From an optimization exercise on the open Yosys and OpenROAD flow, aimed at a short achievable clock period and few clock cycles; shortcuts taken in it are not production practice. Only simulation tests tie the RTL to the original design; equivalence was not proved. No activity file was given, so power comes from the tool's default toggle rates.

**design/flow/config.mk**
```make
export PLATFORM = sky130hd
export DESIGN_NAME = rel16_core
export DESIGN_NICKNAME = rel16_core
export VERILOG_FILES = /design/flow/design.v
export SDC_FILE = /design/flow/constraint.sdc
export NUM_CORES = 4
export LEC_CHECK = 0
export CAP_MARGIN = 20
export CORE_MARGIN = 2
export CORE_UTILIZATION = 40
export SLEW_MARGIN = 20
```
**design/flow/constraint.sdc**
```tcl
create_clock -name core_clock -period 10.0 [get_ports {clk}]
set_input_delay 2.0000 -clock core_clock [delete_from_list [all_inputs] [get_ports {clk}]]
set_output_delay 2.0000 -clock core_clock [all_outputs]
set_load 0.01 [all_outputs]
```
**design/flow/design.v**
```verilog
module rel16_core (
    input  wire         clk,
    input  wire         rst,
    output wire         imem_en,
    output wire [15:0]  imem_addr,
    input  wire [15:0]  imem_rdata,
    output wire         dmem_en,
    output wire [15:0]  dmem_addr,
    output wire [15:0]  dmem_wdata,
    input  wire [15:0]  dmem_rdata,
    output reg          retire,
    output reg  [15:0]  retire_pc,
    output reg  [15:0]  retire_insn,
    output wire [255:0] regs,
    output reg  [15:0]  pc,
    output reg  [15:0]  br,
    output reg          dir,           
    output reg          halted,
    output reg          faulted,
    output reg  [1:0]   fault_cause,   
    output reg  [15:0]  fault_pc,
    output reg  [15:0]  fault_word
);
    localparam FC_ILLEGAL  = 2'd1;
    localparam FC_DISTINCT = 2'd2;
    localparam NC = 8;               
    integer j;
    reg [NC-1:0]    c_v;
    reg [16*NC-1:0] c_tag;
    reg [16*NC-1:0] c_val;
    reg [NC-1:0]    c_tk;        
    reg [NC-1:0]    c_gt0;       
    reg [NC-1:0]    c_gt1;       
    reg [NC-1:0]    c_inc;       
    reg [NC-1:0]    c_set;       
    reg [NC-1:0]    c_rswb;      
    reg [2:0]       c_rr;
    reg  [15:0] fa;          
    reg         fen;         
    reg  [15:0] fbr;         
    reg         fdir;        
    wire [16*NC-1:0] c_brinc;
    genvar g;
    generate
        for (g = 0; g < NC; g = g + 1) begin : g_brinc
            rel16_add16 u_add (.a(fbr), .b({8'd0, c_val[16*g +: 8]}), .cin(1'b0),
                               .s(c_brinc[16*g +: 16]));
        end
    endgenerate
    reg  [NC-1:0] f_hit;
    reg  [15:0]   f_val, f_tgt, f_brinc, f_brset;
    reg           f_tk, f_gt, f_inc, f_set, f_rswb;
    reg           f_gtj;
    always @* begin
        f_val = 16'd0; f_tgt = 16'd0; f_brinc = 16'd0; f_brset = 16'd0;
        f_tk = 1'b0; f_gt = 1'b0; f_inc = 1'b0; f_set = 1'b0; f_rswb = 1'b0;
        for (j = 0; j < NC; j = j + 1) begin
            f_hit[j] = c_v[j] && (c_tag[16*j +: 16] == fa);
            f_gtj    = fdir ? c_gt1[j] : c_gt0[j];
            f_val    = f_val   | ({16{f_hit[j]}} & c_val[16*j +: 16]);
            f_tgt    = f_tgt   | ({16{f_hit[j] & f_gtj}} & c_val[16*j +: 16]);
            f_brinc  = f_brinc | ({16{f_hit[j] & c_inc[j]}} & c_brinc[16*j +: 16]);
            f_brset  = f_brset | ({16{f_hit[j] & c_set[j]}} & c_val[16*j +: 16]);
            f_tk     = f_tk    | (f_hit[j] & c_tk[j]);
            f_gt     = f_gt    | (f_hit[j] & f_gtj);
            f_inc    = f_inc   | (f_hit[j] & c_inc[j]);
            f_set    = f_set   | (f_hit[j] & c_set[j]);
            f_rswb   = f_rswb  | (f_hit[j] & c_rswb[j]);
        end
    end
    wire [15:0] f_pb, f_mb, f_p1, f_m1;
    rel16_add16 u_fpb (.a(fa), .b(fbr),      .cin(1'b0), .s(f_pb));
    rel16_add16 u_fmb (.a(fa), .b(~fbr),     .cin(1'b1), .s(f_mb));
    rel16_add16 u_fp1 (.a(fa), .b(16'd1),    .cin(1'b0), .s(f_p1));
    rel16_add16 u_fm1 (.a(fa), .b(16'hFFFF), .cin(1'b0), .s(f_m1));
    wire        f_bz  = (fbr == 16'd0);
    wire [15:0] f_seq = fdir ? (f_bz ? f_m1 : f_mb) : (f_bz ? f_p1 : f_pb);
    wire [15:0] p_npc = f_gt ? {4'd0, f_tgt[11:0]} : f_seq;
    wire [15:0] p_br  = f_brinc | f_brset | ({16{!(f_inc | f_set)}} & fbr);
    wire        p_dir = fdir ^ f_rswb;
    assign imem_en   = fen;
    assign imem_addr = fa;
    reg         dv;          
    reg  [15:0] d_pc, d_val, d_seq, d_fbr;
    reg         d_h, d_tk, d_fdir;
    wire [15:0] w_in   = imem_rdata;
    wire [3:0]  wi_op  = w_in[15:12];
    wire [3:0]  wi_fn  = w_in[11:8];
    wire [3:0]  wi_u   = w_in[7:4];
    wire        wi_g0  = (wi_op == 4'h0);
    wire        wi_un  = wi_g0 && (wi_fn == 4'h0);
    wire        wi_pp  = wi_un && (wi_u == 4'h6 || wi_u == 4'h7);
    wire        wi_ua  = ((wi_op >= 4'h1) && (wi_op <= 4'h7)) || wi_pp;
    wire        wi_ub  = (wi_g0 && (wi_fn >= 4'h1) && (wi_fn <= 4'h5)) ||
                         (wi_op == 4'h6) || (wi_op == 4'h7);
    wire        wi_uc  = (wi_un && (wi_u != 4'h0)) || wi_ub;
    reg  [15:0] wi_aoh, wi_boh, wi_coh;
    always @* begin
        for (j = 0; j < 16; j = j + 1) begin
            wi_aoh[j] = wi_pp ? (j == 15) : (w_in[11:8] == j[3:0]);
            wi_boh[j] = (w_in[7:4] == j[3:0]);
            wi_coh[j] = (w_in[3:0] == j[3:0]);
        end
    end
    wire [15:0] wi_smask = ({16{wi_ua}} & wi_aoh) | ({16{wi_ub}} & wi_boh) |
                           ({16{wi_uc}} & wi_coh);
    wire        dgoto = dv && !d_h &&
                        (((w_in[15:12] == 4'h8) && !d_fdir) ||
                         ((w_in[15:12] == 4'h9) &&  d_fdir));
    reg  [1:0]  qn;
    reg  [15:0] q0_w, q0_pc, q0_val, q0_seq, q0_fbr;
    reg         q0_h, q0_tk, q0_fdir;
    reg  [15:0] q0_aoh, q0_boh, q0_coh, q0_smask;
    reg  [15:0] q1_w, q1_pc, q1_val, q1_seq, q1_fbr;
    reg         q1_h, q1_tk, q1_fdir;
    reg  [15:0] q1_aoh, q1_boh, q1_coh, q1_smask;
    reg         iv;
    reg  [15:0] ir, i_pc, i_val, i_seq, i_fbr;
    reg         i_h, i_tk, i_fdir;
    reg  [15:0] i_aoh, i_boh, i_coh, i_smask;
    reg  [255:0] x;          
    wire [3:0]  op  = ir[15:12];
    wire [3:0]  fn  = ir[11:8];
    wire [3:0]  u   = ir[7:4];
    wire [3:0]  ra  = ir[11:8];
    wire [3:0]  rb  = ir[7:4];
    wire [3:0]  rc  = ir[3:0];
    wire grp0    = (op == 4'h0);
    wire unary   = grp0 && (fn == 4'h0);
    wire d_halt  = unary && (u == 4'h0) && (rc == 4'h0);
    wire d_not   = unary && (u == 4'h1);
    wire d_rotl  = unary && (u == 4'h2);
    wire d_rotr  = unary && (u == 4'h3);
    wire d_inc   = unary && (u == 4'h4);
    wire d_dec   = unary && (u == 4'h5);
    wire d_push  = unary && (u == 4'h6);
    wire d_pop   = unary && (u == 4'h7);
    wire d_swbr  = unary && (u == 4'h8);
    wire d_rswb  = unary && (u == 4'h9);
    wire d_swp   = grp0 && (fn == 4'h1);
    wire d_exch  = grp0 && (fn == 4'h2);
    wire d_cnot  = grp0 && (fn == 4'h3);
    wire d_cadd  = grp0 && (fn == 4'h4);
    wire d_csub  = grp0 && (fn == 4'h5);
    wire d_bra   = grp0 && (fn == 4'h6);
    wire d_imm   = (op == 4'h1);
    wire d_bgez  = (op == 4'h2);
    wire d_blz   = (op == 4'h3);
    wire d_bevn  = (op == 4'h4);
    wire d_bodd  = (op == 4'h5);
    wire d_ccnot = (op == 4'h6);
    wire d_cswp  = (op == 4'h7);
    wire d_goto  = (op == 4'h8);
    wire d_cmfr  = (op == 4'h9);
    wire d_cond  = d_bgez | d_blz | d_bevn | d_bodd;
    wire d_legal = d_halt | d_not | d_rotl | d_rotr | d_inc | d_dec | d_push |
                   d_pop | d_swbr | d_rswb | d_swp | d_exch | d_cnot | d_cadd |
                   d_csub | d_bra | d_imm | d_cond | d_ccnot | d_cswp |
                   d_goto | d_cmfr;
    wire d_distinct_bad = ((d_cnot | d_cadd | d_csub) && (rb == rc)) ||
                          (d_ccnot && (rc == ra || rc == rb)) ||
                          (d_cswp  && (ra == rb || ra == rc));
    wire d_fault = !d_legal || d_distinct_bad;
    wire d_ok    = !d_fault;
    wire d_mem   = d_exch | d_push | d_pop;
    wire d_pop15 = d_pop && (rc == 4'd15);
    wire        d_wa_imm = d_imm;
    wire        d_wa_c   = d_not | d_rotl | d_rotr | d_inc | d_dec | d_swbr |
                           d_rswb | d_cnot | d_cadd | d_csub | d_ccnot;
    wire        d_wa_b   = d_swp | d_cswp;
    wire        d_wa_15  = d_push | (d_pop && rc != 4'd15);
    reg  [15:0] d_wa_oh;
    always @* begin
        for (j = 0; j < 16; j = j + 1)
            d_wa_oh[j] = (d_wa_imm && ra == j[3:0]) || (d_wa_c && rc == j[3:0]) ||
                         (d_wa_b && rb == j[3:0]) || (d_wa_15 && j == 15);
    end
    wire [15:0] d_wb_oh = (d_swp | d_cswp) ? i_coh : 16'd0;
    wire [15:0] d_ld_oh = d_mem ? (d_exch ? i_boh : i_coh) : 16'd0;
    reg         ev;
    reg  [15:0] e_w, e_pc, e_val, e_seq, e_fbr, e_brinc;
    reg         e_h, e_tk, e_fdir;
    reg  [15:0] e_a, e_b, e_c;           
    reg  [15:0] e_p, e_q;                
    reg         e_inv;                   
    reg         e_fault, e_legal, e_halt;
    reg  [15:0] e_wa, e_wb;              
    reg  [15:0] e_ld;                    
    reg         e_sel_imm, e_sel_not, e_sel_rotl, e_sel_rotr, e_sel_sum,
                e_sel_xor, e_sel_ccnot, e_sel_br, e_sel_swp, e_sel_cswp;
    reg         e_swp;
    reg         e_exch, e_push, e_pop15, e_push15;
    reg         e_goto, e_cmfr, e_rswb, e_swbr, e_bra, e_cond;
    reg         e_bgez, e_blz, e_bevn, e_bodd;
    reg          stopped;    
    reg          e_men;
    reg  [15:0]  e_maddr, e_mwdata;
    reg  [15:0]  e_q2;                   
    reg          e_pp;                   
    reg  [15:0]  m1_ld;                  
    reg          m1_p15;
    reg          fix15;      
    assign dmem_en    = e_men;
    assign dmem_addr  = e_maddr;
    assign dmem_wdata = e_mwdata;
    wire [7:0]  e_i8  = e_w[7:0];
    wire [11:0] e_n12 = e_w[11:0];
    wire [15:0] e_sum, e_sum2;
    rel16_add16 u_esum  (.a(e_p), .b(e_q),  .cin(1'b0), .s(e_sum));
    rel16_add16 u_esum2 (.a(e_p), .b(e_q2), .cin(1'b0), .s(e_sum2));
    wire [15:0] e_fred = (e_b ^ e_c) & e_a;
    wire [15:0] wd_a = ({16{e_sel_imm}}   & (e_a ^ {8'd0, e_i8}))     |
                       ({16{e_sel_not}}   & ~e_c)                     |
                       ({16{e_sel_rotl}}  & {e_c[14:0], e_c[15]})     |
                       ({16{e_sel_rotr}}  & {e_c[0], e_c[15:1]})      |
                       ({16{e_sel_sum}}   & (e_sum ^ {16{e_inv}}))    |
                       ({16{e_sel_xor}}   & (e_c ^ e_b))              |
                       ({16{e_sel_ccnot}} & (e_c ^ (e_a & e_b)))      |
                       ({16{e_sel_br}}    & e_fbr)                    |
                       ({16{e_sel_swp}}   & e_c)                      |
                       ({16{e_sel_cswp}}  & (e_b ^ e_fred));
    wire [15:0] wd_b = e_swp ? e_b : (e_c ^ e_fred);
    wire        e_gt   = (e_goto && !e_fdir) || (e_cmfr && e_fdir);
    wire [15:0] e_npc  = e_gt ? {4'd0, e_n12} : e_seq;
    wire        take   = e_bra |
                         (e_bgez && !e_a[15]) | (e_blz  &&  e_a[15]) |
                         (e_bevn && !e_a[0])  | (e_bodd &&  e_a[0]);
    wire [15:0] e_br   = (e_swbr | e_rswb) ? e_c : (take ? e_brinc : e_fbr);
    wire        e_dir  = e_fdir ^ e_rswb;
    wire redirect = ev && !e_fault && !e_halt &&
                    ((!e_h && (e_gt || e_rswb || (e_swbr && (e_c != e_fbr)) ||
                               (take && (e_i8 != 8'd0)))) ||
                     (e_h && (e_swbr | e_rswb) && (e_c != e_val)) ||
                     (e_h && e_cond && (take != e_tk)));
    wire [15:0] pend = e_ld | {((ev && e_pop15) || m1_p15 || fix15), 15'd0};
    wire hold   = ev && (e_pop15 || e_halt || e_fault);
    reg  [15:0] x_a, x_b, x_c;
    always @* begin
        x_a = 16'd0; x_b = 16'd0; x_c = 16'd0;
        for (j = 0; j < 16; j = j + 1) begin
            x_a = x_a | ({16{i_aoh[j]}} & x[16*j +: 16]);
            x_b = x_b | ({16{i_boh[j]}} & x[16*j +: 16]);
            x_c = x_c | ({16{i_coh[j]}} & x[16*j +: 16]);
        end
    end
    wire fa_eb = (i_aoh & e_wb) != 16'd0;
    wire fa_ea = (i_aoh & e_wa) != 16'd0;
    wire fa_m  = (i_aoh & m1_ld) != 16'd0;
    wire fb_eb = (i_boh & e_wb) != 16'd0;
    wire fb_ea = (i_boh & e_wa) != 16'd0;
    wire fb_m  = (i_boh & m1_ld) != 16'd0;
    wire fc_eb = (i_coh & e_wb) != 16'd0;
    wire fc_ea = (i_coh & e_wa) != 16'd0;
    wire fc_m  = (i_coh & m1_ld) != 16'd0;
    wire [15:0] o_a = fa_eb ? wd_b : fa_ea ? wd_a : fa_m ? dmem_rdata : x_a;
    wire [15:0] o_b = fb_eb ? wd_b : fb_ea ? wd_a : fb_m ? dmem_rdata : x_b;
    wire [15:0] o_c = fc_eb ? wd_b : fc_ea ? wd_a : fc_m ? dmem_rdata : x_c;
    wire        push_wait = d_push && (fa_eb || fa_m || (fa_ea && !e_pp));
    wire hazard = ((i_smask & pend) != 16'd0) || push_wait;
    wire [15:0] x_am1;
    rel16_add16 u_xam1 (.a(x_a), .b(16'hFFFF), .cin(1'b0), .s(x_am1));
    wire [15:0] o_am1 = fa_ea ? e_sum2 : x_am1;
    wire [15:0] o_maddr  = d_exch ? o_c : (d_push ? o_am1 : o_a);
    wire [15:0] o_mwdata = d_exch ? o_b : ((d_push && rc == 4'd15) ? o_am1 : o_c);
    wire [15:0] o_p = (d_push | d_pop) ? o_a : (d_csub ? ~o_c : o_c);
    wire [15:0] o_q = (d_cadd | d_csub) ? o_b :
                      (d_inc | d_pop) ? 16'd1 :
                      (d_dec | d_push) ? 16'hFFFF : 16'd0;
    reg         r1_v;
    reg  [15:0] r1_wa, r1_wb;
    reg  [15:0] r1_wd_a, r1_wd_b;
    reg  [15:0] r1_pc, r1_w, r1_npc, r1_br;
    reg         r1_dir, r1_halt, r1_fault;
    reg  [1:0]  r1_cause;
    reg  [255:0] v;          
    assign regs = v;
    wire id_go   = iv && !hazard && !hold && !stopped;   
    wire id_free = !iv || id_go || stopped;              
    wire e_go    = id_go && !redirect;
    wire q_pop   = id_free && (qn != 2'd0);
    wire q_push  = dv && !(id_free && (qn == 2'd0));
    reg  [1:0] qn_next;
    always @* begin
        qn_next = qn;
        if (q_push && !q_pop) qn_next = qn + 2'd1;
        if (!q_push && q_pop) qn_next = qn - 2'd1;
    end
    reg  [NC-1:0] e_hit;
    always @* begin
        for (j = 0; j < NC; j = j + 1)
            e_hit[j] = c_v[j] && (c_tag[16*j +: 16] == e_pc);
    end
    wire        e_ctl  = e_goto | e_cmfr | e_rswb | e_swbr | e_bra | e_cond;
    wire [15:0] e_cval = (e_goto | e_cmfr) ? {4'd0, e_n12} :
                         (e_rswb | e_swbr) ? e_c : {8'd0, e_i8};
    always @(posedge clk) begin
        if (rst) begin
            c_v     <= {NC{1'b0}};
            c_rr    <= 3'd0;
            fa      <= 16'd0;
            fen     <= 1'b1;
            fbr     <= 16'd0;
            fdir    <= 1'b0;
            dv      <= 1'b0;
            qn      <= 2'd0;
            iv      <= 1'b0;
            ev      <= 1'b0;
            e_wa    <= 16'd0;
            e_wb    <= 16'd0;
            e_ld    <= 16'd0;
            x       <= {16'hFFFF, 240'd0};
            stopped <= 1'b0;
            e_men   <= 1'b0;
            m1_ld   <= 16'd0;
            m1_p15  <= 1'b0;
            fix15   <= 1'b0;
            r1_v    <= 1'b0;
            r1_wa   <= 16'd0;
            r1_wb   <= 16'd0;
            v       <= {16'hFFFF, 240'd0};
            pc      <= 16'd0;
            br      <= 16'd0;
            dir     <= 1'b0;
            retire      <= 1'b0;
            retire_pc   <= 16'd0;
            retire_insn <= 16'd0;
            halted      <= 1'b0;
            faulted     <= 1'b0;
            fault_cause <= 2'd0;
            fault_pc    <= 16'd0;
            fault_word  <= 16'd0;
        end else begin
            if (redirect) begin
                fa   <= e_npc;
                fbr  <= e_br;
                fdir <= e_dir;
                fen  <= 1'b1;
            end else if (dgoto) begin
                fa   <= {4'd0, w_in[11:0]};
                fen  <= qn_next <= 2'd1;
            end else begin
                if (fen) begin
                    fa   <= p_npc;
                    fbr  <= p_br;
                    fdir <= p_dir;
                end
                fen <= ({1'b0, qn_next} + {2'd0, fen}) <= 3'd1;
            end
            dv <= fen && !redirect && !dgoto;
            if (fen) begin
                d_pc   <= fa;
                d_h    <= f_hit != {NC{1'b0}};
                d_val  <= f_val;
                d_tk   <= f_tk;
                d_seq  <= f_seq;
                d_fbr  <= fbr;
                d_fdir <= fdir;
            end
            if (redirect) begin
                qn <= 2'd0;
            end else begin
                qn <= qn_next;
                if (q_pop) begin
                    q0_w <= q1_w; q0_pc <= q1_pc; q0_val <= q1_val;
                    q0_h <= q1_h; q0_tk <= q1_tk;
                    q0_seq <= q1_seq; q0_fbr <= q1_fbr; q0_fdir <= q1_fdir;
                    q0_aoh <= q1_aoh; q0_boh <= q1_boh; q0_coh <= q1_coh;
                    q0_smask <= q1_smask;
                end
                if (q_push) begin
                    if ((q_pop ? qn - 2'd1 : qn) == 2'd0) begin
                        q0_w <= imem_rdata; q0_pc <= d_pc; q0_val <= d_val;
                        q0_h <= d_h | dgoto; q0_tk <= d_tk;
                        q0_seq <= d_seq; q0_fbr <= d_fbr; q0_fdir <= d_fdir;
                        q0_aoh <= wi_aoh; q0_boh <= wi_boh; q0_coh <= wi_coh;
                        q0_smask <= wi_smask;
                    end else begin
                        q1_w <= imem_rdata; q1_pc <= d_pc; q1_val <= d_val;
                        q1_h <= d_h | dgoto; q1_tk <= d_tk;
                        q1_seq <= d_seq; q1_fbr <= d_fbr; q1_fdir <= d_fdir;
                        q1_aoh <= wi_aoh; q1_boh <= wi_boh; q1_coh <= wi_coh;
                        q1_smask <= wi_smask;
                    end
                end
            end
            if (redirect) begin
                iv <= 1'b0;
            end else if (id_free) begin
                if (qn != 2'd0) begin
                    iv <= 1'b1;
                    ir <= q0_w; i_pc <= q0_pc; i_val <= q0_val;
                    i_h <= q0_h; i_tk <= q0_tk;
                    i_seq <= q0_seq; i_fbr <= q0_fbr; i_fdir <= q0_fdir;
                    i_aoh <= q0_aoh; i_boh <= q0_boh; i_coh <= q0_coh;
                    i_smask <= q0_smask;
                end else if (dv) begin
                    iv <= 1'b1;
                    ir <= imem_rdata; i_pc <= d_pc; i_val <= d_val;
                    i_h <= d_h | dgoto; i_tk <= d_tk;
                    i_seq <= d_seq; i_fbr <= d_fbr; i_fdir <= d_fdir;
                    i_aoh <= wi_aoh; i_boh <= wi_boh; i_coh <= wi_coh;
                    i_smask <= wi_smask;
                end else begin
                    iv <= 1'b0;
                end
            end
            ev   <= e_go;
            e_wa <= e_go ? (d_wa_oh & {16{d_ok}}) : 16'd0;
            e_wb <= e_go ? (d_wb_oh & {16{d_ok}}) : 16'd0;
            e_ld <= e_go ? (d_ld_oh & {16{d_ok}}) : 16'd0;
            e_men <= e_go && d_mem && d_ok;
            if (ev && (e_fault || e_halt))
                stopped <= 1'b1;
            for (j = 0; j < 16; j = j + 1) begin
                if (m1_ld[j])           x[16*j +: 16] <= dmem_rdata;
                if (j == 15 && fix15)   x[16*j +: 16] <= x[16*15 +: 16] + 16'd1;
                if (e_wa[j])            x[16*j +: 16] <= wd_a;
                if (e_wb[j])            x[16*j +: 16] <= wd_b;
            end
            if (ev && !e_fault && e_ctl) begin
                for (j = 0; j < NC; j = j + 1) begin
                    if ((e_hit != {NC{1'b0}}) ? e_hit[j] : (c_rr == j[2:0])) begin
                        c_v[j]            <= 1'b1;
                        c_tag[16*j +: 16] <= e_pc;
                        c_val[16*j +: 16] <= e_cval;
                        c_tk[j]           <= take;
                        c_gt0[j]          <= e_goto;
                        c_gt1[j]          <= e_cmfr;
                        c_inc[j]          <= e_bra | (e_cond & take);
                        c_set[j]          <= e_swbr | e_rswb;
                        c_rswb[j]         <= e_rswb;
                    end
                end
                if (e_hit == {NC{1'b0}})
                    c_rr <= c_rr + 3'd1;
            end
            m1_ld    <= e_ld;
            m1_p15   <= ev && e_pop15;
            fix15    <= m1_p15;
            r1_v     <= ev;
            r1_wa    <= e_wa;
            r1_wb    <= e_wb;
            retire <= 1'b0;
            if (fix15) begin
                v[16*15 +: 16] <= v[16*15 +: 16] + 16'd1;
                retire <= 1'b1;
            end
            for (j = 0; j < 16; j = j + 1) begin
                if (r1_wa[j])  v[16*j +: 16] <= r1_wd_a;
                if (r1_wb[j])  v[16*j +: 16] <= r1_wd_b;
                if (m1_ld[j])  v[16*j +: 16] <= dmem_rdata;
            end
            if (r1_v) begin
                if (r1_fault) begin
                    faulted     <= 1'b1;
                    fault_cause <= r1_cause;
                    fault_pc    <= r1_pc;
                    fault_word  <= r1_w;
                    pc          <= r1_npc;
                end else begin
                    pc          <= r1_npc;
                    br          <= r1_br;
                    dir         <= r1_dir;
                    retire_pc   <= r1_pc;
                    retire_insn <= r1_w;
                    retire      <= !m1_p15;
                    if (r1_halt)
                        halted <= 1'b1;
                end
            end
        end
    end
    always @(posedge clk) begin
        e_w   <= ir;  e_pc <= i_pc;  e_val <= i_val;
        e_h   <= i_h; e_tk <= i_tk;
        e_seq <= i_seq; e_fbr <= i_fbr; e_fdir <= i_fdir;
        e_brinc <= i_fbr + {8'd0, ir[7:0]};
        e_a   <= o_a; e_b <= o_b; e_c <= o_c;
        e_p   <= o_p; e_q <= o_q; e_inv <= d_csub;
        e_q2  <= d_push ? 16'hFFFE : 16'd0;
        e_pp  <= d_push | d_pop;
        e_maddr  <= o_maddr;
        e_mwdata <= o_mwdata;
        e_fault <= d_fault;
        e_legal <= d_legal;
        e_halt  <= d_halt;
        e_sel_imm   <= d_imm;
        e_sel_not   <= d_not;
        e_sel_rotl  <= d_rotl;
        e_sel_rotr  <= d_rotr;
        e_sel_sum   <= d_inc | d_dec | d_cadd | d_csub | d_push | d_pop;
        e_sel_xor   <= d_cnot;
        e_sel_ccnot <= d_ccnot;
        e_sel_br    <= d_swbr | d_rswb;
        e_sel_swp   <= d_swp;
        e_sel_cswp  <= d_cswp;
        e_swp    <= d_swp;
        e_exch   <= d_exch;
        e_push   <= d_push;
        e_pop15  <= d_pop15 && d_ok;
        e_push15 <= d_push && (rc == 4'd15);
        e_goto <= d_goto; e_cmfr <= d_cmfr; e_rswb <= d_rswb;
        e_swbr <= d_swbr; e_bra  <= d_bra;  e_cond <= d_cond;
        e_bgez <= d_bgez; e_blz  <= d_blz;  e_bevn <= d_bevn; e_bodd <= d_bodd;
        r1_wd_a  <= wd_a;
        r1_wd_b  <= wd_b;
        r1_pc    <= e_pc;
        r1_w     <= e_w;
        r1_npc   <= e_fault ? e_seq : e_npc;
        r1_br    <= e_br;
        r1_dir   <= e_dir;
        r1_halt  <= e_halt;
        r1_fault <= e_fault;
        r1_cause <= e_legal ? FC_DISTINCT : FC_ILLEGAL;
    end
endmodule
module rel16_add16 (
    input  wire [15:0] a,
    input  wire [15:0] b,
    input  wire        cin,
    output wire [15:0] s
);
    wire [15:0] p = a ^ b;
    wire [15:0] g0 = a & b;
    wire [15:0] p0 = p;
    wire [15:0] g1, p1, g2, p2, g3, p3, g4;
    genvar i;
    generate
        for (i = 0; i < 16; i = i + 1) begin : kg
            if (i == 0) begin : b0
                assign g1[i] = g0[i] | (p0[i] & cin);
                assign p1[i] = 1'b0;
            end else begin : bn
                assign g1[i] = g0[i] | (p0[i] & g0[i-1]);
                assign p1[i] = p0[i] & p0[i-1];
            end
        end
    endgenerate
    wire [15:0] g1c, p1c;
    generate
        for (i = 0; i < 16; i = i + 1) begin : kc
            if (i == 1) begin : b1
                assign g1c[i] = g0[1] | (p0[1] & (g0[0] | (p0[0] & cin)));
                assign p1c[i] = 1'b0;
            end else begin : bo
                assign g1c[i] = g1[i];
                assign p1c[i] = p1[i];
            end
        end
        for (i = 0; i < 16; i = i + 1) begin : l2
            if (i >= 2) begin : a
                assign g2[i] = g1c[i] | (p1c[i] & g1c[i-2]);
                assign p2[i] = p1c[i] & p1c[i-2];
            end else begin : b
                assign g2[i] = g1c[i];
                assign p2[i] = p1c[i];
            end
        end
        for (i = 0; i < 16; i = i + 1) begin : l3
            if (i >= 4) begin : a
                assign g3[i] = g2[i] | (p2[i] & g2[i-4]);
                assign p3[i] = p2[i] & p2[i-4];
            end else begin : b
                assign g3[i] = g2[i];
                assign p3[i] = p2[i];
            end
        end
        for (i = 0; i < 16; i = i + 1) begin : l4
            if (i >= 8) begin : a
                assign g4[i] = g3[i] | (p3[i] & g3[i-8]);
            end else begin : b
                assign g4[i] = g3[i];
            end
        end
    endgenerate
    assign s = p ^ {g4[14:0], cin};
endmodule
```
**design/flow/flow/run.sh**
```bash
#!/bin/bash
export SETUP_SLACK_MARGIN=6.5
bash standard.sh > standard.log 2>&1
```
**design/flow/standard.sh**
```bash
#!/bin/bash
# synth_recipe.tcl (not shown) runs the flow's synth.tcl, then flattens the netlist and writes it again
# the make line also repeats each setting of config.mk as NAME=value (left out here)
make -C /OpenROAD-flow-scripts/flow DESIGN_CONFIG=/design/flow/config.mk WORK_HOME=/design/flow/orfs CLKGATE_MAP_FILE= SYNTH_SCRIPT=/design/flow/synth_recipe.tcl "${@:-finish}"
```
==> flow_summary.json, run 1 <==
{
  "status": "finished clean",
  "hold_violations": 0,
  "ys_ff_latch": 1916,
  "wl_met2_um": 214000,
  "gp_congestion": 1.05,
  "min_from": "i_seq[12]$_DFFE_PP_",
  "ctsHoldBuffers": 0,
  "hpwlAfterDp_um": 358000,
  "multi_input_area_mm2": 0.0497,
  "cp-start-kind": "flip-flop",
  "synth_fp_nets": 10900,
  "clkSinkCount": 1916,
  "vias": 97600,
  "wl_per_cell_um": 37.6,
  "holdPathStages": 0,
  "n_fill_cell": 22600,
  "die_w_um": 501,
  "reg2reg_to": "q1_pc[10]$_DFFE_PP_",
  "grt_setup_unrepaired": "yes",
  "die_h_um": 501,
  "ir_drop_v": 0.000248,
  "row_count": 182,
  "total_power_mw": 34.3,
  "grt_max_degree": 175,
  "r2r_setup_slack_ps": 6370,
  "ys.warnings.count": 1,
  "synth_edf_count": 812,
  "synth_top_area_share_pct": 24.7,
  "post-route-util_pct": 48.3,
  "reg2reg_depth": 13,
  "fmax_ghz": 0.275,
  "end_kind": "flip-flop",
  "fin_area_mm2": 0.119,
  "antenna_found_initial": 50,
  "fin_crit_sh_pct": 36.3,
  "finalSetupViolCount": 0,
  "slew_headroom_pct": 11.2,
  "critical_path_required_ps": 10610,
  "drc": 0,
  "layout-drive-gt1-share_pct": 20.2,
  "synth.most_common_cell": "nor2_1",
  "clock_latency_ps": 940,
  "root_buffer": "clkbuf_16",
  "maxCapViolCount": 0,
  "syn_to_final_growth_pct": 20.3,
  "slew_viol_final": 0,
  "p_leak_nw": 44.3,
  "clockBufferDepth": 3,
  "tightest_slew_ps": 1330,
  "synthFlopType": "dfxtp_1",
  "start_util_pct": 40.2,
  "fin_setup_tns_ps": 0,
  "hold_path_end": "e_seq[12]$_DFF_P_",
  "gr-total-overflow": 0,
  "ys_top_cells_by_area": "edfxtp_1 (25%), dfxtp_1 (22%), nor2_1 (4.9%)",
  "htreeDepth": 4,
  "place_area_mm2": 0.107,
  "num_io_pins": 442,
  "via_per_inst": 6.77,
  "critical_path_arrival_ps": 4240,
  "cp_max_fo": 19,
  "synth-async-reset-ratio_pct": 0,
  "wl_met1_um": 208000,
  "drtIter0Drc": 16200,
  "synth.distinct_cells": 105,
  "cts_tree": "built",
  "avgSynthCellArea_um2": 9.24,
  "maxUsedRoutingLayer": "met5",
  "grtUsageTotal_pct": 40.8,
  "clk_pin_slew_ps": 60,
  "critical_path_class": "flip-flop to flip-flop",
  "core_mm2": 0.246,
  "synth_top_cell_by_area": "edfxtp_1",
  "drt_wl_total_um": 542000,
  "drt-pass1-iter-count": 10,
  "cts_buffers": 211,
  "syn_area_mm2": 0.0988,
  "min_period_ps": 3630,
  "synth_common_cells": "nor2_1 (1278), nand2_1 (1138), dfxtp_1 (1104)",
  "r2r_start": "i_aoh[6]$_DFFE_PP_",
  "p_per_area_mw_per_mm2": 289,
  "synthCells": 10700,
  "final_nets": 11200,
  "antenna_left": 0,
  "hold_path.class": "flip-flop to flip-flop",
  "clock_skew_ps": 111,
  "final-seq-area_mm2": 0.0470,
  "seq_area_frac_synth_pct": 47.1,
  "port_buffers": 441,
  "first_global_vias": 88100,
  "grt_pass1_wl_um": 724000,
  "dieArea_mm2": 0.251,
  "wl_met3_um": 77400
}
==> cell usage in the layout (no fill, tap or decap), types with 89 or more instances in the layout <==
| master | instances |
|---|---|
| nand2_1 | 1131 |
| xor2_1 | 270 |
| nor3_1 | 170 |
| o211ai_1 | 112 |
| a221oi_1 | 352 |
| buf_2 | 316 |
| a31oi_1 | 173 |
| dfxtp_1 | 828 |
| buf_4 | 481 |
| edfxtp_1 | 812 |
| nand3_1 | 117 |
| a22o_1 | 239 |
| dfxtp_2 | 220 |
| o21ai_0 | 403 |
| inv_1 | 158 |
| a22oi_1 | 201 |
| mux2i_1 | 336 |
| buf_6 | 89 |
| ha_1 | 132 |
| a21oi_1 | 759 |
| nor2b_1 | 131 |
| clkbuf_16 | 238 |
| mux2_2 | 177 |
| nor2_1 | 1222 |
| xnor2_1 | 222 |
| a211oi_1 | 310 |
==> how the worst max path moves through the flow <==
stage,from,endpoint,slack (ps),cells after the start
finish,i_aoh[6]$_DFFE_PP_,q1_pc[10]$_DFFE_PP_,6370,13
global route,e_p[2]$_DFF_P_,x[159]$_SDFFE_PP0P_,6330,11
CTS,fa[12]$_SDFFE_PP0P_,imem_addr[12],6380,2
detailed placement,i_aoh[7]$_DFFE_PP_,q0_aoh[4]$_DFFE_PP_,4770,12
global placement,ir[13]$_DFFE_PP_,q0_smask[14]$_DFFE_PP_,4840,9
floorplan,rst,q1_aoh[0]$_DFFE_PP_,2630,4
==> critical path, cell delays in order, from the launching register on <==
cell      delay [ps]
edfxtp_1         400
buf_6            250
a22o_1           260
a221oi_1         270
and4_4           310
buf_12           170
o211a_4          230
o2111a_2         300
nor4_4            60
buf_4            160
nor4_4           290
buf_4            190
buf_12           180
buf_16           200
==> power breakdown <==
group          leakage, nW  switching (mW)  internal, mW
clock network         3.75            3.62          4.98
logic                 23.6            9.08          4.46
registers             16.9            2.00          10.2
total                 44.3            14.7          19.6
==> area by class of cell <==
class | count | area share [%]
Timing Repair inverter | 2 | 0.0190
Sequential cell | 1916 | 39.5
Clock inverter | 120 | 1.46
Tap cell | 3220 | 3.39
Clock buffer | 278 | 4.98
Multi-Input combinational cell | 7599 | 41.9
Timing Repair Buffer | 1080 | 8.05
Antenna cell | 28 | 0.0590
Inverter | 179 | 0.637
==> kinds of logic after synthesis <==
logic type	count (synthesis)	synth area share (%)
AND/OR/NAND/NOR	3373	15.1
AO/OA/AOI/OAI	3043	21.0
flip-flops	1916	47.1
buffers and inverters	1174	4.70
multiplexers	528	5.62
XOR/XNOR	497	4.41
adder cells (fa/ha/maj)	156	2.08
==> through the flow <==
stage               std cells  setup WS, ps  hold slack (ps)
floorplan               10700          2630              310
global placement        13700          4840              324
detailed placement      13700          4770              327
CTS                     14300          6380              329
global route            14400          6330              340
finish                  14400          6370              324
==> sequential cells by signal, indices dropped and copies added, names as in the netlist, 128 cells and up <==
register and flops:
c_val 128, x 256, c_tag 128, v 256
==> routing by layer <==
layer | vias up | global-route usage (%)
met2 | 8063 | 56.8
met4 | 40 | 24.2
met1 | 47700 | 53.3
met3 | 1990 | 15.4
met5 | - | 0.502
li1 | 39900 | -
==> what timing repair did <==
item                                    in CTS  in global routing
gates resized for setup                   2193                329
endpoints found under the setup margin    1472                831
buffers inserted                           114                 88
pin swaps                                   33                 66
gates cloned                                20                 39
Testbench counts, summed over its fixed seeds: cycles 44,888.
==> run 2: changes to the inputs <==
--- a/design/flow/design.v
+++ b/design/flow/design.v
@@ -274,6 +274,8 @@
     reg  [1:0]  r1_cause;
     reg  [255:0] v;          
     assign regs = v;
+    wire c_hold = ev && (r1_v || e_men || fix15);    
+    wire c_now  = ev && !c_hold;                     
     wire id_go   = iv && !hazard && !hold && !stopped;   
     wire id_free = !iv || id_go || stopped;              
     wire e_go    = id_go && !redirect;
@@ -292,7 +294,7 @@
     end
     wire        e_ctl  = e_goto | e_cmfr | e_rswb | e_swbr | e_bra | e_cond;
     wire [15:0] e_cval = (e_goto | e_cmfr) ? {4'd0, e_n12} :
-                         (e_rswb | e_swbr) ? e_c : {8'd0, e_i8};
+                         (e_rswb | e_swbr) ? e_fbr : {8'd0, e_i8};
     always @(posedge clk) begin
         if (rst) begin
             c_v     <= {NC{1'b0}};
@@ -437,9 +439,9 @@
             m1_ld    <= e_ld;
             m1_p15   <= ev && e_pop15;
             fix15    <= m1_p15;
-            r1_v     <= ev;
-            r1_wa    <= e_wa;
-            r1_wb    <= e_wb;
+            r1_v     <= c_hold;
+            r1_wa    <= c_hold ? e_wa : 16'd0;
+            r1_wb    <= c_hold ? e_wb : 16'd0;
             retire <= 1'b0;
             if (fix15) begin
                 v[16*15 +: 16] <= v[16*15 +: 16] + 16'd1;
@@ -468,6 +470,28 @@
                         halted <= 1'b1;
                 end
             end
+            if (c_now) begin
+                for (j = 0; j < 16; j = j + 1) begin
+                    if (e_wa[j])  v[16*j +: 16] <= wd_a;
+                    if (e_wb[j])  v[16*j +: 16] <= wd_b;
+                end
+                if (e_fault) begin
+                    faulted     <= 1'b1;
+                    fault_cause <= e_legal ? FC_DISTINCT : FC_ILLEGAL;
+                    fault_pc    <= e_pc;
+                    fault_word  <= e_w;
+                    pc          <= e_seq;
+                end else begin
+                    pc          <= e_npc;
+                    br          <= e_br;
+                    dir         <= e_dir;
+                    retire_pc   <= e_pc;
+                    retire_insn <= e_w;
+                    retire      <= 1'b1;
+                    if (e_halt)
+                        halted <= 1'b1;
+                end
+            end
         end
     end
     always @(posedge clk) begin
--- a/design/flow/config.mk
+++ b/design/flow/config.mk
@@ -6,6 +6,7 @@
 export NUM_CORES = 4
 export LEC_CHECK = 0
 export CAP_MARGIN = 20
+export CELL_PAD_IN_SITES_DETAIL_PLACEMENT = 1
 export CORE_MARGIN = 2
 export CORE_UTILIZATION = 40
 export SLEW_MARGIN = 20
==> run 2 against run 1 <==
Combinational power hardly changed. Critical path type unchanged. Count of clock-buffer cells in the layout is 36 higher. Critical endpoint is now e_maddr[4]$_DFF_P_. Still clean. Via count is 6.3% higher. Worst setup slack worse by 57 ps. Core utilization is 0.55 points lower. Fmax is 1.5% lower. Cell area is 2.1% higher.
==> flow_summary.json, run 2 <==
{
  "seq_area_frac_synth_pct": 45.6,
  "layout-drive-gt1-share_pct": 19.1,
  "cts_buffers": 212,
  "p_int_mw": 18.9,
  "fmax_ghz": 0.271,
  "avgSynthCellArea_um2": 9.20,
  "cpLargestDelayFamily": "compound AO/OA/AOI/OAI gates",
  "syn_area_mm2": 0.102,
  "crit_top_cell": "nand2_1",
  "clockBufferDepth": 3,
  "synth.distinct_cells": 103,
  "grt_setup_unrepaired": "yes",
  "synth_edf_count": 812,
  "drt-pass1-iter-count": 10,
  "synth_top_cell_by_area": "edfxtp_1",
  "synthFlopType": "dfxtp_1",
  "first_global_vias": 101000,
  "drtIter0Drc": 15900,
  "p_leak_nw": 45.3,
  "final_common_cell": "nor2_1",
  "core_mm2": 0.254,
  "hold_path.class": "flip-flop to flip-flop",
  "top_regs": "v: 256 flops, x: 256 flops",
  "numPlacedInstances": 14200,
  "tightest_slew_ps": 1270,
  "cts_tree": "built",
  "critical_path_arrival_ps": 4440,
  "n_fill_cell": 28300,
  "ys.warnings.count": 1,
  "vias": 104000,
  "dieArea_mm2": 0.259,
  "hpwlAfterDp_um": 416000,
  "synth_common_cells": "nor2_1 (1372), dfxtp_1 (1104), clkbuf_1 (874)",
  "power.share.clock_pct": 24.6,
  "p_sw_mw": 14.6,
  "cp_max_fo": 22,
  "crit_cells": 11,
  "drt_wl_total_um": 617000,
  "ys_ff_latch": 1916,
  "antenna_left": 0,
  "antenna_found_initial": 70,
  "p_comb_share_pct": 40.5,
  "path_buf_inv": 1,
  "clk_pin_slew_ps": 70,
  "critical_path_required_ps": 10750,
  "row_count": 185,
  "min_from": "i_fdir$_DFFE_PP_",
  "synthCells": 11100,
  "status": "finished clean",
  "end_kind": "flip-flop",
  "slew_headroom_pct": 15.2,
  "min_period_ps": 3690,
  "cp-start-kind": "flip-flop",
  "synth.most_common_cell": "nor2_1",
  "holdPathStages": 0,
  "r2r_setup_slack_ps": 6310,
  "reg2reg_to": "e_maddr[4]$_DFF_P_",
  "hold_path_end": "e_fdir$_DFF_P_",
  "hold_violations": 0,
  "root_buffer": "clkbuf_16",
  "wl_per_cell_um": 41.3,
  "via_per_inst": 6.96,
  "die_h_um": 509,
  "port_buffers": 441,
  "synth_fp_nets": 11300,
  "grtUsageTotal_pct": 45.8,
  "critical_path_class": "flip-flop to flip-flop",
  "clkSinkCount": 1916,
  "cp_cell_sequence": "ha_1, fa_2, a21o_1, a21oi_1, xnor2_1, o2111ai_2, buf_4, nand2_1, a31oi_1, nand2_1, o21ai_1",
  "p_per_area_mw_per_mm2": 277,
  "clock_latency_ps": 970,
  "die_w_um": 509,
  "synth-async-reset-ratio_pct": 0,
  "grt_max_degree": 161,
  "whs_ps": 338,
  "ir_drop_v": 0.000265,
  "final_nets": 11500,
  "syn_to_final_growth_pct": 19.0,
  "maxCapViolCount": 0,
  "grt_pass1_wl_um": 833000,
  "gp_congestion": 1.08,
  "start_util_pct": 40.2,
  "mostFrequentLayoutCells": "nor2_1 (1353), dfxtp_1 (842), edfxtp_1 (812)",
  "htreeDepth": 4,
  "reg2reg_depth": 11,
  "seqPwrFrac_pct": 35.0,
  "fin_setup_tns_ps": 0,
  "finalSetupViolCount": 0,
  "final_cell_count_no_fill": 14900,
  "clock_skew_ps": 68.3,
  "fin_crit_sh_pct": 36.9,
  "num_io_pins": 442,
  "synth_top_area_share_pct": 23.9,
  "swShare_pct": 43.6,
  "r2r_start": "e_p[0]$_DFF_P_",
  "drc": 0,
  "crit_path_top_delay_cell": "buf_4",
  "slew_viol_final": 0,
  "ys_top_cells_by_area": "edfxtp_1 (24%), dfxtp_1 (22%), nor2_1 (5.1%)",
  "gr-total-overflow": 0,
  "max_stage_delay_ps": 610
}
run 2: cell count changes after synthesis, sizes merged, moves of 78 or more:
| cell | change |
|---|---|
| nand2 | -392 |
| o21ai | +259 |
| a22oi | +248 |
| mux2i | +143 |
| a31oi | -139 |
| a221oi | -121 |
| a211oi | -114 |
| clkbuf | +97 |
| nor2 | +96 |
| a22o | +94 |
| nor3 | +78 |
run 2: worst max-delay path by stage:
stage	start	endpoint	slack, ps
after global placement	ir[14]$_DFFE_PP_	q0_smask[5]$_DFFE_PP_	4660
after floorplan	rst	i_aoh[0]$_DFFE_PP_	2360
after CTS	fa[4]$_SDFFE_PP0P_	imem_addr[4]	6330
after global routing	fa[0]$_SDFFE_PP0P_	fa[12]$_SDFFE_PP0P_	6310
after detailed placement	ir[14]$_DFFE_PP_	q0_smask[5]$_DFFE_PP_	4560
final	e_p[0]$_DFF_P_	e_maddr[4]$_DFF_P_	6310
run 2: repair_timing:
| action | 4_1_cts | 5_1_grt |
|---|---|---|
| buffers inserted | 133 | 74 |
| pin swaps | 47 | 82 |
| setup endpoints to repair | 1731 | 794 |
| hold buffers | 0 | 0 |
| gates resized for setup | 2226 | 248 |
| cloned | 27 | 5 |
run 2: worst register-to-register path, stage by stage, from the launching register on:
cell	delay [ps]
dfxtp_1	320
ha_1	280
fa_2	420
a21o_1	180
a21oi_1	180
xnor2_1	110
o2111ai_2	190
buf_4	610
nand2_1	150
a31oi_1	560
nand2_1	110
o21ai_1	380
run 2: power by group through the flow:
stage	registers (mW)	clock network (mW)	logic [mW]
after global placement	11.7	0	11.1
after floorplan	10.9	0	6.27
after detailed placement	11.8	0	11.3
final	11.7	8.25	13.6
after global routing	11.8	8.54	13.6
after CTS	11.6	8.23	12.5
run 2: kinds of logic after synthesis:
kind of cell    share of synthesized area [%]
compound gates                           22.0
xor+xnor                                 4.25
fa+ha+maj                                2.01
buf+inv                                  4.65
flops                                    45.6
mux                                      7.02
simple gates                             14.5
run 2: area by class of cell:
cell class	instances	area, µm²	share of cell area [%]
Tap cell	3366	4210	3.47
Antenna cell	36	90.1	0.0743
Timing Repair Buffer	1065	9520	7.85
Inverter	168	669	0.552
Clock buffer	314	6190	5.10
Sequential cell	1916	46900	38.7
Clock inverter	82	977	0.806
Multi-Input combinational cell	7972	52600	43.4
run 2: layer usage:
metal  wire length [µm]  GRT usage [%]  vias to the layer above
met3              75200           14.4                     2542
li1                   -              -                    41400
met2             258000           67.6                     8195
met4              63800           37.5                       32
met5                223              0                        -
met1             220000           54.7                    51600
run 2: through the flow:
stage	power [mW]	setup slack (ps)	util (%)	instance area, µm²
after global routing	33.9	6310	47.8	121000
after global placement	22.8	4660	43.3	110000
after CTS	32.3	6330	47.2	120000
after floorplan	17.2	2360	-	102000
final	33.5	6310	47.8	121000
after detailed placement	23.1	4560	43.3	110000
Testbench counts of run 2, summed over its fixed seeds: cycles 44,686.
==> run 3: changes to the inputs <==
--- a/design/flow/design.v
+++ b/design/flow/design.v
@@ -78,8 +78,10 @@
     wire [15:0] p_npc = f_gt ? {4'd0, f_tgt[11:0]} : f_seq;
     wire [15:0] p_br  = f_brinc | f_brset | ({16{!(f_inc | f_set)}} & fbr);
     wire        p_dir = fdir ^ f_rswb;
-    assign imem_en   = fen;
-    assign imem_addr = fa;
+    reg  [15:0] fa_n;        
+    reg         fen_n;       
+    assign imem_en   = ~fen_n;
+    assign imem_addr = ~fa_n;
     reg         dv;          
     reg  [15:0] d_pc, d_val, d_seq, d_fbr;
     reg         d_h, d_tk, d_fdir;
@@ -300,7 +302,9 @@
             c_v     <= {NC{1'b0}};
             c_rr    <= 3'd0;
             fa      <= 16'd0;
+            fa_n    <= 16'hFFFF;
             fen     <= 1'b1;
+            fen_n   <= 1'b0;
             fbr     <= 16'd0;
             fdir    <= 1'b0;
             dv      <= 1'b0;
@@ -333,20 +337,26 @@
             fault_word  <= 16'd0;
         end else begin
             if (redirect) begin
-                fa   <= e_npc;
-                fbr  <= e_br;
-                fdir <= e_dir;
-                fen  <= 1'b1;
+                fa    <= e_npc;
+                fa_n  <= ~e_npc;
+                fbr   <= e_br;
+                fdir  <= e_dir;
+                fen   <= 1'b1;
+                fen_n <= 1'b0;
             end else if (dgoto) begin
-                fa   <= {4'd0, w_in[11:0]};
-                fen  <= qn_next <= 2'd1;
+                fa    <= {4'd0, w_in[11:0]};
+                fa_n  <= ~{4'd0, w_in[11:0]};
+                fen   <= qn_next <= 2'd1;
+                fen_n <= !(qn_next <= 2'd1);
             end else begin
                 if (fen) begin
                     fa   <= p_npc;
+                    fa_n <= ~p_npc;
                     fbr  <= p_br;
                     fdir <= p_dir;
                 end
-                fen <= ({1'b0, qn_next} + {2'd0, fen}) <= 3'd1;
+                fen   <= ({1'b0, qn_next} + {2'd0, fen}) <= 3'd1;
+                fen_n <= !(({1'b0, qn_next} + {2'd0, fen}) <= 3'd1);
             end
             dv <= fen && !redirect && !dgoto;
             if (fen) begin
==> design/flow/flow/run.sh (replaced) <==
#!/bin/bash
# Standard ORFS layout with the standard flow's synthesis. Timing repair aims for 6.5 ns
# of setup slack at the design's clock, so the design is pushed well past
# the 10 ns constraint, and the resizer may swap cells across footprints.
bash standard.sh SETUP_SLACK_MARGIN=6.5 MATCH_CELL_FOOTPRINT=0 finish > standard.log 2>&1
--- a/design/flow/config.mk
+++ b/design/flow/config.mk
@@ -6,7 +6,6 @@
 export NUM_CORES = 4
 export LEC_CHECK = 0
 export CAP_MARGIN = 20
-export CELL_PAD_IN_SITES_DETAIL_PLACEMENT = 1
 export CORE_MARGIN = 2
 export CORE_UTILIZATION = 40
 export SLEW_MARGIN = 20
==> run 3 against run 2 <==
Still clean on timing, DRC and antenna. Worst setup slack better by 100 ps. Non-clock buffer count rose by 4. Combinational power fell by 3%. Clock power up 2%. Count of clock-buffer cells in the layout decreased by 30. Core utilization rose by 0.40 points. Via count grew 0.61%. Total power is 1.2% higher. Die area is 1.2% higher. Sequential share of layout area is 0.65 points lower. Largest power group unchanged.
==> flow_summary.json, run 3 <==
{
  "synth_edf_count": 812,
  "fmax_ghz": 0.279,
  "cpLargestDelayFamily": "compound AO/OA/AOI/OAI gates",
  "synth.most_common_cell": "nor2_1",
  "crit_path_top_delay_cell": "a221oi_1",
  "max_stage_delay_ps": 530,
  "drt_wl_total_um": 641000,
  "synth_fp_nets": 11600,
  "hold_violations": 0,
  "cts_buffers": 215,
  "grt_pass1_wl_um": 847000,
  "seqPwrFrac_pct": 36.3,
  "drt-pass1-iter-count": 9,
  "power.share.clock_pct": 24.9,
  "antenna_found_initial": 59,
  "critical_path_arrival_ps": 4340,
  "cts_tree": "built",
  "grt_max_degree": 189,
  "slew_viol_final": 0,
  "synth_top_cell_by_area": "edfxtp_1",
  "num_io_pins": 442,
  "port_buffers": 441,
  "synthFlopType": "dfxtp_1",
  "multi_input_area_mm2": 0.0536,
  "p_int_mw": 18.9,
  "syn_area_mm2": 0.103,
  "top_regs": "v: 256 flops, x: 256 flops",
  "antenna_left": 0,
  "row_count": 186,
  "end_kind": "flip-flop",
  "gr-total-overflow": 0,
  "root_buffer": "clkbuf_16",
  "layout-drive-gt1-share_pct": 15.6,
  "hpwlAfterDp_um": 438000,
  "clock_skew_ps": 112,
  "synthCells": 11400,
  "fin_area_mm2": 0.124,
  "p_sw_mw": 15.1,
  "seq_area_frac_synth_pct": 45.4,
  "clkSinkCount": 1933,
  "dieArea_mm2": 0.262,
  "ys_ff_latch": 1933,
  "grtUsageTotal_pct": 46.7,
  "clockBufferDepth": 3,
  "cp_max_fo": 21,
  "swShare_pct": 44.3,
  "mostFrequentLayoutCells": "nor2_1 (1369), nand2_1 (1046), dfxtp_1 (988)",
  "maxCapViolCount": 0,
  "avgSynthCellArea_um2": 9.02,
  "min_period_ps": 3590,
  "final_nets": 11800,
  "numPlacedInstances": 14600,
  "critical_path_required_ps": 10760,
  "die_h_um": 512,
  "ys.warnings.count": 1,
  "finalSetupViolCount": 0,
  "cp_cell_sequence": "ha_1, xnor2_1, nand3_1, nand4b_1, a221oi_1, o311a_2, buf_8, o21ai_0, nor2b_1, nor3_1",
  "fin_crit_sh_pct": 35.9,
  "cp-start-kind": "flip-flop",
  "place_area_mm2": 0.112,
  "drtIter0Drc": 17400,
  "final-seq-area_mm2": 0.0471,
  "ys_top_cells_by_area": "edfxtp_1 (24%), dfxtp_1 (22%), nor2_1 (5.1%)",
  "post-route-util_pct": 48.2,
  "hold_path.class": "flip-flop to flip-flop",
  "critical_path_class": "flip-flop to flip-flop",
  "n_fill_cell": 24000,
  "synth_common_cells": "nor2_1 (1392), dfxtp_1 (1121), nand2_1 (1053)",
  "p_per_area_mw_per_mm2": 275,
  "clk_pin_slew_ps": 70,
  "gp_congestion": 1.08,
  "wl_per_cell_um": 42.1,
  "synth.distinct_cells": 97,
  "drc": 0,
  "path_buf_inv": 1,
  "ir_drop_v": 0.000279,
  "vias": 104000,
  "die_w_um": 512,
  "fin_setup_tns_ps": 0,
  "p_comb_share_pct": 38.9,
  "synth-async-reset-ratio_pct": 0,
  "via_per_inst": 6.85,
  "htreeDepth": 4,
  "synth_top_area_share_pct": 23.6,
  "slew_headroom_pct": 18.9,
  "clock_latency_ps": 970,
  "final_cell_count_no_fill": 15200,
  "grt_setup_unrepaired": "yes",
  "start_util_pct": 40.2,
  "final_common_cell": "nor2_1",
  "status": "finished clean",
  "syn_to_final_growth_pct": 19.9,
  "core_mm2": 0.257,
  "p_leak_nw": 49.6,
  "place_ws_ps": 4580,
  "first_global_vias": 95400,
  "fin_ws_ps": 6410,
  "tightest_slew_ps": 1220
}
==> run 3: cell count changes after synthesis, sizes merged, moves of 38 or more <==
cell | before | now
clkbuf | 874 | 980
nand2 | 747 | 1056
o22ai | 113 | 36
a21oi | 847 | 684
o21ai | 698 | 783
xor2 | 199 | 275
mux2i | 489 | 394
buf | 153 | 99
xnor2 | 295 | 204
nor3 | 285 | 237
a31oi | 51 | 170
a22oi | 452 | 414
==> run 3: cells by family (layout without fill, tap and decap cells) <==
group	after synthesis	after routing	share of synthesized area (%)
other	0	31	0
DFF	1933	1933	45.4
xor gates and xnor gates	479	479	4.08
buffers and inverters	1273	1656	4.69
adders and majority gates	156	156	1.99
and+or+nand+nor	3586	3596	15.5
AOI/OAI and AO/OA	3432	3433	22.4
muxes	580	580	5.87
==> run 3: power by group through the flow <==
stage / Combinational, mW / Clock [mW] / Sequential (mW)
2_1_floorplan: 5.95 / 0 / 11.0
3_3_place_gp: 11.1 / 0 / 12.3
3_5_place_dp: 11.1 / 0 / 12.3
4_1_cts: 11.8 / 8.46 / 12.1
5_1_grt: 13.2 / 8.78 / 12.3
6_report: 13.2 / 8.45 / 12.3
==> run 3: stage by stage <==
stage	hold WS, ps	total power [mW]
floorplan	323	17.0
global placement	325	23.4
detailed placement	328	23.4
CTS	327	32.4
global route	329	34.3
finish	333	34.0
==> run 3: final timing paths <==
kind / slack, ps / depth (start not counted) / endpoint / from
min reg2reg: 330 / 0 / e_pc[1]$_DFF_P_ / i_pc[1]$_DFFE_PP_
min: 330 / 0 / e_pc[1]$_DFF_P_ / i_pc[1]$_DFFE_PP_
max: 6410 / 10 / x[118]$_SDFFE_PP0P_ / e_p[6]$_DFF_P_
max reg2reg: 6410 / 10 / x[118]$_SDFFE_PP0P_ / e_p[6]$_DFF_P_
==> run 3: repair_timing <==
| action | 4_1_cts | 5_1_grt |
|---|---|---|
| buffers inserted | 80 | 72 |
| hold buffers | 0 | 0 |
| gates cloned | 21 | 20 |
| endpoints found under the hold margin | 0 | 0 |
| setup endpoints to repair | 1835 | 837 |
| pin swaps | 39 | 44 |
| gates resized for setup | 1220 | 266 |
==> run 3: layout make-up <==
cell class,count,share of cell area (%)
Clock buffer,284,4.84
Clock inverter,108,1.19
Timing Repair inverter,1,0.00405
Inverter,194,0.647
Multi-Input combinational cell,8244,43.3
Sequential cell,1933,38.1
Timing Repair Buffer,1069,8.46
Tap cell,3384,3.42
Antenna cell,31,0.0627
==> run 3: per-layer routing <==
layer	global-route usage, %	part of all wire, %	up-vias
met5	0.0183	0.013	-
met4	44.7	12	12
met3	13.2	11	2713
met2	69.0	42	8541
met1	54.0	35	50700
li1	-	-	42500
Testbench counts of run 3, summed over its fixed seeds: cycles 44,686.
==> run 4: changes to the inputs <==
--- a/design/flow/config.mk
+++ b/design/flow/config.mk
@@ -8,4 +8,6 @@
 export CAP_MARGIN = 20
 export CORE_MARGIN = 2
 export CORE_UTILIZATION = 40
+export CTS_CLUSTER_DIAMETER = 60
+export CTS_CLUSTER_SIZE = 30
 export SLEW_MARGIN = 20
==> run 4 against run 3 <==
Still clean. Count of clock-buffer cells in the layout is 107 lower. Cell area is 0.50% higher. Global-route usage hardly changed. Synthesized cell count stayed put. Clock power is 9.2% lower. Sequential share of layout area is 0.22 points lower. Hold slack worse by 16 ps. Core utilization is 0.24 points higher. Non-clock buffer count is 35 higher.
==> flow_summary.json, run 4 <==
{
  "status": "finished clean",
  "fin_ws_ps": 6330,
  "ctsHoldBuffers": 0,
  "drc": 0,
  "first_global_vias": 94800,
  "synth_fp_nets": 11600,
  "final_common_cell": "nor2_1",
  "ys.warnings.count": 1,
  "seqPwrFrac_pct": 36.7,
  "p_per_area_mw_per_mm2": 270,
  "wl_met3_um": 73400,
  "antenna_left": 0,
  "max_stage_delay_ps": 880,
  "end_kind": "flip-flop",
  "top_regs": "v: 256 flops, x: 256 flops",
  "critical_path_class": "input port to flip-flop",
  "crit_path_top_delay_cell": "nor3_1",
  "wl_per_cell_um": 42.5,
  "slew_viol_final": 0,
  "syn_to_final_growth_pct": 20.5,
  "vias": 105000,
  "drtIter0Drc": 18300,
  "layout-drive-gt1-share_pct": 16.0,
  "antenna_found_initial": 56,
  "wl_met1_um": 224000,
  "path_buf_inv": 1,
  "p_leak_nw": 50.2,
  "cpLargestDelayFamily": "simple AND/OR/NAND/NOR gates",
  "clk_pin_slew_ps": 110,
  "place_ws_ps": 4580,
  "hold_violations": 0,
  "drt-pass1-iter-count": 8,
  "tightest_slew_ps": 1240,
  "clockBufferDepth": 3,
  "maxUsedRoutingLayer": "met5",
  "hold_path.class": "flip-flop to flip-flop",
  "htreeDepth": 4,
  "p_int_mw": 18.0,
  "finalSetupViolCount": 0,
  "die_h_um": 512,
  "cp-start-kind": "input port",
  "gp_congestion": 1.08,
  "start_util_pct": 40.2,
  "seq_area_frac_synth_pct": 45.4,
  "clock_latency_ps": 930,
  "grt_pass1_wl_um": 846000,
  "post-route-util_pct": 48.4,
  "critical_path_required_ps": 10610,
  "maxCapViolCount": 0,
  "ys_top_cells_by_area": "edfxtp_1 (24%), dfxtp_1 (22%), nor2_1 (5.1%)",
  "critical_path_arrival_ps": 4280,
  "total_power_mw": 33.6,
  "num_io_pins": 442,
  "synthCells": 11400,
  "wl_met2_um": 272000,
  "fin_setup_tns_ps": 0,
  "cts_tree": "built",
  "synth_common_cells": "nor2_1 (1392), dfxtp_1 (1121), nand2_1 (1053)",
  "gr-total-overflow": 0,
  "synth_edf_count": 812,
  "swShare_pct": 46.4,
  "final_nets": 11800,
  "avgSynthCellArea_um2": 9.02,
  "synth.distinct_cells": 97,
  "p_sw_mw": 15.6,
  "fmax_ghz": 0.273,
  "synth.most_common_cell": "nor2_1",
  "synth_top_cell_by_area": "edfxtp_1",
  "core_mm2": 0.257,
  "power.share.clock_pct": 22.9,
  "row_count": 186,
  "mostFrequentLayoutCells": "nor2_1 (1280), nand2_1 (1046), dfxtp_1 (1003)",
  "cp_cell_sequence": "dlymetal6s2s_1, nand2b_1, nor3_1, mux2_2",
  "cts_buffers": 171,
  "cp_max_fo": 13,
  "clock_skew_ps": 98.4,
  "port_buffers": 441,
  "ys_ff_latch": 1933,
  "via_per_inst": 6.90,
  "synth-async-reset-ratio_pct": 0,
  "syn_area_mm2": 0.103,
  "p_comb_share_pct": 40.4,
  "grt_setup_unrepaired": "yes",
  "root_buffer": "clkbuf_16",
  "drt_wl_total_um": 646000,
  "die_w_um": 512,
  "fin_crit_sh_pct": 36.7,
  "synthFlopType": "dfxtp_1",
  "final_cell_count_no_fill": 15200,
  "numPlacedInstances": 14600,
  "grt_max_degree": 189,
  "grtUsageTotal_pct": 46.6,
  "slew_headroom_pct": 17.3,
  "clkSinkCount": 1933,
  "ir_drop_v": 0.000282,
  "dieArea_mm2": 0.262,
  "hpwlAfterDp_um": 438000,
  "min_period_ps": 3670,
  "synth_top_area_share_pct": 23.6
}
## run 4: cell counts after synthesis
No cell type changed its count.
## run 4: final cells by class
type,instances,area [µm²]
fillers,23900,132000
multi-input cells,8243,54300
flip-flops and latches,1933,47100
repair buffers,1104,11400
clock buffers,177,4370
well taps,3384,4230
clock inverters,146,2100
inverters,194,802
diodes,33,82.6
repair inverters,1,5.00
## run 4: final timing paths
kind | slack (ps) | cells after the start | end | from
setup / recovery | 6330 | 4 | i_aoh[4]$_DFFE_PP_ | imem_rdata[10]
hold / removal | 320 | 0 | e_val[3]$_DFF_P_ | i_val[3]$_DFFE_PP_
setup reg to reg | 6400 | 11 | e_mwdata[15]$_DFF_P_ | i_aoh[5]$_DFFE_PP_
hold reg to reg | 320 | 0 | e_val[3]$_DFF_P_ | i_val[3]$_DFFE_PP_
## run 4: repair_timing
action	CTS	global route
buffers inserted	73	81
gates cloned	22	51
resized for setup	1074	486
endpoints found under the hold margin	0	0
pin swaps	30	66
setup endpoints to repair	1827	863
## run 4: power groups by stage
stage	logic, mW	clock network [mW]	registers [mW]
6_report	13.6	7.67	12.3
5_1_grt	13.6	7.97	12.3
4_1_cts	11.8	7.67	12.1
3_5_place_dp	11.1	0	12.3
3_3_place_gp	11.1	0	12.3
2_1_floorplan	5.95	0	11.0
## run 4: stage by stage
stage | hold WS, ps | area (µm²)
final | 317 | 124000
after global routing | 332 | 124000
after CTS | 328 | 121000
after detailed placement | 328 | 112000
after global placement | 325 | 112000
after floorplan | 323 | 103000
## run 4: kinds of logic (layout without fill, tap and decap cells)
logic type	count (synthesis)	in the layout	synth area share, %
multiplexers	580	580	5.87
flip-flops	1933	1933	45.4
XOR/XNOR	479	479	4.08
buffers and inverters	1273	1622	4.69
adder cells (fa/ha/maj)	156	156	1.99
AND/OR/NAND/NOR	3586	3595	15.5
AO/OA/AOI/OAI	3432	3433	22.4
other	0	33	0
## run 4: per-layer routing
| layer | track usage, % | vias to the layer above |
|---|---|---|
| met5 | 0.0183 | - |
| met3 | 13.3 | 2608 |
| met4 | 43.9 | 22 |
| li1 | - | 42500 |
| met1 | 54.1 | 51100 |
| met2 | 69.0 | 8637 |

port drivers added, routing unchanged:
Ports are ideal in the flow. The routed layouts listed here were re-timed in OpenROAD. Step 1 (the two cells are an assumption about what drives the block):
set clk [get_ports {clk}]
set_driving_cell -lib_cell sky130_fd_sc_hd__clkbuf_16 $clk
set_driving_cell -lib_cell sky130_fd_sc_hd__buf_2 [delete_from_list [all_inputs] $clk]
Step 2 adds t to the input delays and takes it off the output delays; t is the mean of the earliest and latest rising clock arrival at the registers after step 1. Input paths then give back, and output paths get back, about the clock's delay inside the block. a / b / c = no drivers / after step 1 / after step 2; a / b = the first two.
run	t, ns	setup slack, ns	hold WS [ns]	clock arrival spread, ns	worst register clock-pin slew, ns
run 1	0.992	6.370 / 6.329 / 5.454	0.324 / 0.324 / 0.324	0.113 / 0.114	0.07 / 0.07
run 2	1.023	6.313 / 6.251 / 5.441	0.338 / 0.338 / 0.338	0.079 / 0.080	0.07 / 0.07
run 3	1.021	6.414 / 6.352 / 5.501	0.333 / 0.333 / 0.333	0.118 / 0.118	0.07 / 0.07
run 4	0.998	6.331 / 6.377 / 5.422	0.317 / 0.317 / 0.317	0.099 / 0.099	0.11 / 0.11
After both steps every run listed still meets setup and hold. For run 1, which loses most, drivers alone change the setup slack by -0.041 ns; drivers and shift together by -0.916 ns.
